Source: an optimization exercise on an open RTL-to-GDS flow (aim: small area, a short achievable clock period and few clock cycles per item). Production flows keep margins and buffers that such runs may drop. Function was checked by simulation only, so behaviour that the tests miss may differ from the original.

==> flow/design.v <==
module huf_table (
    input  wire        clk,
    input  wire        rst,             
    input  wire        in_valid,
    output wire        in_ready,
    input  wire [4:0]  in_sym,
    input  wire        in_last,         
    output wire        out_valid,
    input  wire        out_ready,
    output wire [4:0]  out_sym,         
    output wire [4:0]  out_len,         
    output wire [30:0] out_code,        
    output wire        out_error,       
    output wire        out_last         
);
    localparam S_CNT  = 2'd0;
    localparam S_WAIT = 2'd1;
    localparam S_RANK = 2'd2;
    localparam S_MRG  = 2'd3;
    integer i;
    function key_lt(input [11:0] a, input [4:0] at, input [11:0] b, input [4:0] bt);
        integer j;
        reg c;
        begin
            c = at < bt;
            for (j = 0; j < 12; j = j + 1)
                c = (~a[j] & b[j]) | (~(a[j] ^ b[j]) & c);
            key_lt = c;
        end
    endfunction
    reg         rst_r;
    reg  [1:0]  st;
    reg         in_rdy;
    assign in_ready = in_rdy;
    wire        in_fire = in_valid && in_rdy;
    reg         s_v, s_last;
    reg  [4:0]  s_sym;
    reg         c_v, c_new, c_last;
    reg  [11:0] cnt  [0:31];            
    reg  [4:0]  ord  [0:31];            
    reg  [31:0] vld;                    
    reg  [5:0]  rk   [0:31];            
    reg  [5:0]  k;
    reg  [31:0] rsel;
    reg  [11:0] rd;
    reg  [4:0]  rid;
    always @* begin
        rd  = 12'd0;
        rid = 5'd0;
        for (i = 0; i < 32; i = i + 1) begin
            if (rsel[i]) begin
                rd  = rd | cnt[i];
                rid = rid | i[4:0];
            end
        end
    end
    reg  [31:0] hit;
    always @* begin
        for (i = 0; i < 32; i = i + 1)
            hit[i] = vld[i] && (ord[i] == s_sym);
    end
    wire        anyhit = |hit;
    wire [31:0] knew   = 32'd1 << k[4:0];
    reg  [5:0]  t;                      
    reg         r1, r2;                 
    reg  [4:0]  r1t;
    reg  [11:0] bw;
    reg  [4:0]  bt;
    reg  [5:0]  p;                      
    reg         x;                      
    reg  [1:0]  lq_n;
    reg  [11:0] lq_w  [0:2];
    reg  [4:0]  lq_id [0:2];
    reg  [4:0]  m;                      
    reg  [4:0]  h;                      
    reg  [11:0] q    [0:15];            
    reg  [4:0]  fc;
    reg  [5:0]  ip   [0:29];            
    reg  [31:0] msel;
    always @* begin
        for (i = 0; i < 32; i = i + 1)
            msel[i] = vld[i] && (rk[i][4:0] == p[4:0]);
    end
    wire [11:0] L1 = lq_w[0];
    wire [11:0] L2 = lq_w[1];
    wire [11:0] F1 = q[0];
    wire [11:0] F2 = q[1];
    wire        hasL1 = lq_n != 2'd0;
    wire        hasL2 = lq_n[1];
    wire        hasF1 = fc != 5'd0;
    wire        hasF2 = fc[4:1] != 4'd0;
    wire        firstL  = hasL1 && (!hasF1 || L1 <= F1);
    wire        secLL   = hasL2 && (!hasF1 || L2 <= F1);    
    wire        secFL   = hasL1 && (!hasF2 || L1 <= F2);    
    wire        lv_out  = (p == k) && !x;                   
    wire        mready  = hasL2 || lv_out || (lq_n == 2'd1 && !firstL);
    wire        mfire   = (st == S_MRG) && mready;
    wire        c_LL = firstL && secLL;
    wire        c_LF = (firstL && !secLL) || (!firstL && secFL);
    wire        c_FF = !firstL && !secFL;
    wire [1:0]  lpop = !mfire ? 2'd0 : c_LL ? 2'd2 : c_LF ? 2'd1 : 2'd0;
    wire [1:0]  fpop = !mfire ? 2'd0 : c_FF ? 2'd2 : c_LF ? 2'd1 : 2'd0;
    wire [11:0] s_LL = L1 + L2;
    wire [11:0] s_LF = L1 + F1;
    wire [11:0] s_FF = F1 + F2;
    wire [11:0] sum  = ({12{c_LL}} & s_LL) | ({12{c_LF}} & s_LF) | ({12{c_FF}} & s_FF);
    wire [1:0]  lq_left = lq_n - lpop;
    wire [1:0]  lq_fill = lq_left + {1'b0, x};              
    wire        issue = (st == S_MRG) && (p != k) && (lq_fill != 2'd3);
    wire        last_merge = (m == k[4:0] - 5'd2);
    reg         eb;                     
    reg         ew;                     
    reg  [4:0]  e;                      
    reg  [5:0]  ek;
    reg  [4:0]  cm;                     
    reg         ci;                     
    reg  [4:0]  ln;
    reg  [15:0] cd;
    reg         ov, oerr, olast;
    reg  [4:0]  osym;
    assign out_valid = ov;
    assign out_sym   = osym;
    assign out_len   = ln;
    assign out_code  = {15'd0, cd};
    assign out_error = oerr;
    assign out_last  = olast;
    wire   out_fire  = ov && out_ready;
    wire [5:0]  wv    = ci ? ip[cm] : rk[e];
    wire [4:0]  eroot = ek[4:0] - 5'd2;
    wire [4:0]  e1    = e + 5'd1;
    wire        q_load = mfire && last_merge;
    wire        q_sh1  = (mfire && fpop == 2'd1) || (out_fire && !olast && !e1[0]);
    wire        q_sh2  = mfire && fpop == 2'd2;
    always @(posedge clk) begin
        rst_r <= rst;
        if (rst) begin
            in_rdy <= 1'b0;
        end else if (rst_r) begin
            in_rdy <= 1'b1;
        end else begin
            if (in_fire && in_last)
                in_rdy <= 1'b0;
            if ((st == S_WAIT && !eb && k == 6'd1) || (mfire && last_merge))
                in_rdy <= 1'b1;
        end
    end
    always @(posedge clk) begin
        if (rst_r) begin
            st     <= S_CNT;
            s_v    <= 1'b0;
            c_v    <= 1'b0;
            vld    <= 32'd0;
            k      <= 6'd0;
            r1     <= 1'b0;
            r2     <= 1'b0;
            x      <= 1'b0;
            lq_n   <= 2'd0;
            eb     <= 1'b0;
            ew     <= 1'b0;
            ov     <= 1'b0;
        end else begin
            s_v <= in_fire;
            if (in_fire) begin
                s_sym  <= in_sym;
                s_last <= in_last;
            end
            c_v <= s_v;
            if (s_v) begin
                c_new  <= !anyhit;
                c_last <= s_last;
                rsel   <= anyhit ? hit : knew;
                if (!anyhit) begin
                    ord[k[4:0]] <= s_sym;
                    vld[k[4:0]] <= 1'b1;
                    k <= k + 6'd1;
                end
            end
            if (c_v) begin
                for (i = 0; i < 32; i = i + 1)
                    if (rsel[i]) cnt[i] <= c_new ? 12'd1 : rd + 12'd1;
                if (c_last)
                    st <= S_WAIT;
            end
            case (st)
            S_WAIT: begin
                if (!eb) begin
                    if (k == 6'd1) begin
                        eb    <= 1'b1;
                        ov    <= 1'b1;
                        oerr  <= 1'b1;
                        olast <= 1'b1;
                        osym  <= ord[0];
                        ln    <= 5'd0;
                        cd    <= 16'd0;
                        vld   <= 32'd0;
                        k     <= 6'd0;
                        st    <= S_CNT;
                    end else begin
                        for (i = 0; i < 32; i = i + 1)
                            rk[i] <= 6'd0;
                        t  <= 6'd0;
                        st <= S_RANK;
                    end
                end
            end
            S_RANK: begin
                r1  <= 1'b0;
                if (t != k) begin
                    rsel <= 32'd1 << t[4:0];
                    r1   <= 1'b1;
                    r1t  <= t[4:0];
                    t    <= t + 6'd1;
                end
                r2 <= r1;
                bw <= rd;
                bt <= r1t;
                if (r2 && !r1) begin
                    p    <= 6'd0;
                    x    <= 1'b0;
                    m    <= 5'd0;
                    h    <= 5'd0;
                    fc   <= 5'd0;
                    lq_n <= 2'd0;
                    st   <= S_MRG;
                end
            end
            S_MRG: begin
                if (mfire) begin
                    if (firstL) rk[lq_id[0]] <= {1'b0, m};
                    else        ip[h]        <= {1'b0, m};
                    if (c_LL)        rk[lq_id[1]]  <= {1'b1, m};
                    else if (c_LF) begin
                        if (firstL)  ip[h]         <= {1'b1, m};
                        else         rk[lq_id[0]]  <= {1'b1, m};
                    end else         ip[h + 5'd1]  <= {1'b1, m};
                    m <= m + 5'd1;
                    h <= h + fpop;
                    fc <= fc - fpop + 5'd1;
                    if (last_merge) begin
                        ek    <= k;
                        eb    <= 1'b1;
                        ew    <= 1'b1;
                        e     <= 5'd0;
                        ci    <= 1'b0;
                        ln    <= 5'd0;
                        cd    <= 16'd0;
                        oerr  <= 1'b0;
                        olast <= 1'b0;
                        osym  <= ord[0];
                        k     <= 6'd0;
                        st    <= S_CNT;
                    end
                end
                begin : lq_upd
                    reg [11:0] nw [0:2];
                    reg [4:0]  ni [0:2];
                    integer j;
                    for (j = 0; j < 3; j = j + 1) begin
                        nw[j] = lq_w[j];
                        ni[j] = lq_id[j];
                    end
                    if (lpop == 2'd1) begin
                        nw[0] = lq_w[1]; ni[0] = lq_id[1];
                        nw[1] = lq_w[2]; ni[1] = lq_id[2];
                    end else if (lpop == 2'd2) begin
                        nw[0] = lq_w[2]; ni[0] = lq_id[2];
                    end
                    if (x) begin
                        nw[lq_left] = rd;
                        ni[lq_left] = rid;
                    end
                    for (j = 0; j < 3; j = j + 1) begin
                        lq_w[j]  <= nw[j];
                        lq_id[j] <= ni[j];
                    end
                    lq_n <= lq_fill;
                end
                x <= issue;
                if (issue) begin
                    rsel <= msel;
                    p    <= p + 6'd1;
                    for (i = 0; i < 32; i = i + 1)
                        if (msel[i]) vld[i] <= 1'b0;
                end
            end
            default: ;
            endcase
            begin : q_upd
                integer j;
                for (j = 0; j < 16; j = j + 1) begin
                    if (q_load)
                        q[j] <= {2'b00, ord[2 * j + 1], ord[2 * j]};
                    else if (mfire && j == fc - fpop)
                        q[j] <= sum;
                    else if (q_sh1)
                        q[j] <= (j < 15) ? q[j + 1] : 12'd0;
                    else if (q_sh2)
                        q[j] <= (j < 14) ? q[j + 2] : 12'd0;
                end
            end
            if (r2) begin
                for (i = 0; i < 32; i = i + 1)
                    if (vld[i] && key_lt(bw, bt, cnt[i], i[4:0]))
                        rk[i] <= rk[i] + 6'd1;
            end
            if (ew) begin
                cd[ln] <= wv[5];
                ln     <= ln + 5'd1;
                if (wv[4:0] == eroot) begin
                    ew <= 1'b0;
                    ov <= 1'b1;
                end else begin
                    cm <= wv[4:0];
                    ci <= 1'b1;
                end
            end
            if (out_fire) begin
                ov <= 1'b0;
                if (olast) begin
                    eb <= 1'b0;
                end else begin
                    e     <= e1;
                    osym  <= e1[0] ? q[0][9:5] : q[1][4:0];
                    olast <= ({1'b0, e1} == ek - 6'd1);
                    ln    <= 5'd0;
                    cd    <= 16'd0;
                    ci    <= 1'b0;
                    ew    <= 1'b1;
                end
            end
        end
        if (rst)
            ov <= 1'b0;
    end
endmodule
export LEC_CHECK = 0
export ABC_CLOCK_PERIOD_IN_PS = 4000
export CAP_MARGIN = 30
export CORE_MARGIN = 2
export CORE_UTILIZATION = 40
export SETUP_SLACK_MARGIN = 5
export SLEW_MARGIN = 20
create_clock -name core_clock -period 10.0 [get_ports {clk}]
run.sh (not shown) runs the stock make flow with config.mk's settings and CLKGATE_MAP_FILE= SYNTH_SCRIPT=/design/flow/synth_recipe.tcl, a recipe that flattens the netlist after the stock synthesis.
Testbench counts at the start, summed over its fixed seeds: cycles 41,955, messages 128.
Then changed:
--- a/flow/design.v
+++ b/flow/design.v
@@ -116,23 +116,21 @@
     reg         ci;                     
     reg  [4:0]  ln;
     reg  [15:0] cd;
     reg         ov, oerr, olast;
     reg  [4:0]  osym;
+    reg  [4:0]  ord_o [0:31];
     assign out_valid = ov;
     assign out_sym   = osym;
     assign out_len   = ln;
     assign out_code  = {15'd0, cd};
     assign out_error = oerr;
     assign out_last  = olast;
     wire   out_fire  = ov && out_ready;
     wire [5:0]  wv    = ci ? ip[cm] : rk[e];
     wire [4:0]  eroot = ek[4:0] - 5'd2;
     wire [4:0]  e1    = e + 5'd1;
-    wire        q_load = mfire && last_merge;
-    wire        q_sh1  = (mfire && fpop == 2'd1) || (out_fire && !olast && !e1[0]);
-    wire        q_sh2  = mfire && fpop == 2'd2;
     always @(posedge clk) begin
         rst_r <= rst;
         if (rst) begin
             in_rdy <= 1'b0;
         end else if (rst_r) begin
@@ -233,12 +231,25 @@
                         if (firstL)  ip[h]         <= {1'b1, m};
                         else         rk[lq_id[0]]  <= {1'b1, m};
                     end else         ip[h + 5'd1]  <= {1'b1, m};
                     m <= m + 5'd1;
                     h <= h + fpop;
+                    begin : q_upd
+                        integer j;
+                        for (j = 0; j < 16; j = j + 1) begin
+                            if (j == fc - fpop)
+                                q[j] <= sum;
+                            else if (fpop == 2'd1)
+                                q[j] <= (j < 15) ? q[j + 1] : 12'd0;
+                            else if (fpop == 2'd2)
+                                q[j] <= (j < 14) ? q[j + 2] : 12'd0;
+                        end
+                    end
                     fc <= fc - fpop + 5'd1;
                     if (last_merge) begin
+                        for (i = 0; i < 32; i = i + 1)
+                            ord_o[i] <= ord[i];
                         ek    <= k;
                         eb    <= 1'b1;
                         ew    <= 1'b1;
                         e     <= 5'd0;
                         ci    <= 1'b0;
@@ -283,23 +294,10 @@
                         if (msel[i]) vld[i] <= 1'b0;
                 end
             end
             default: ;
             endcase
-            begin : q_upd
-                integer j;
-                for (j = 0; j < 16; j = j + 1) begin
-                    if (q_load)
-                        q[j] <= {2'b00, ord[2 * j + 1], ord[2 * j]};
-                    else if (mfire && j == fc - fpop)
-                        q[j] <= sum;
-                    else if (q_sh1)
-                        q[j] <= (j < 15) ? q[j + 1] : 12'd0;
-                    else if (q_sh2)
-                        q[j] <= (j < 14) ? q[j + 2] : 12'd0;
-                end
-            end
             if (r2) begin
                 for (i = 0; i < 32; i = i + 1)
                     if (vld[i] && key_lt(bw, bt, cnt[i], i[4:0]))
                         rk[i] <= rk[i] + 6'd1;
             end
@@ -318,11 +316,11 @@
                 ov <= 1'b0;
                 if (olast) begin
                     eb <= 1'b0;
                 end else begin
                     e     <= e1;
-                    osym  <= e1[0] ? q[0][9:5] : q[1][4:0];
+                    osym  <= ord_o[e1];
                     olast <= ({1'b0, e1} == ek - 6'd1);
                     ln    <= 5'd0;
                     cd    <= 16'd0;
                     ci    <= 1'b0;
                     ew    <= 1'b1;
Sequential share of layout area rose by 2.8 points.
Synthesized cell count rose by 2.6%.
Non-clock buffer count fell by 41.
Die area rose by 6.5%.
Routed wire length fell by 5.8%.
Clock-buffer cell count rose by 5.
Fmax rose by 1.9%.
Global-route usage fell by 3.5 points.
Synthesized area rose by 6.5%.
Testbench counts after the change, summed over its fixed seeds: cycles 41,955, messages 128.

[what the ideal ports hide]
No port has a modelled driver above. Below, the same layouts with a new extraction and two added sets of constraints. Step 1 (the two cells are an assumption about what drives the block):
set clk [get_ports {clk}]
set_driving_cell -lib_cell sky130_fd_sc_hd__clkbuf_16 $clk
set_driving_cell -lib_cell sky130_fd_sc_hd__buf_2 [delete_from_list [all_inputs] $clk]
Step 2 moves the port delays by t, midway between the first and last clock arrival at a register: inputs arrive t later, outputs are due t later. That takes back most of the time a late clock gives input paths. a / b / c = no drivers / after step 1 / after step 2; a / b = the first two.
run	shift t [ns]	setup WS [ns]	worst hold slack (ns)	worst setup path at the end	clock arrival spread, ns
the first run	0.914	4.932 / 4.932 / 4.796	0.418 / 0.418 / 0.418	input to register	0.036 / 0.036
the second run	0.944	5.025 / 5.025 / 5.025	0.452 / 0.452 / 0.452	register to register	0.050 / 0.050
After both steps setup and hold are still met in every run listed. For the first run, which loses most, drivers alone change the setup slack by 0.000 ns; drivers and shift together by -0.136 ns.
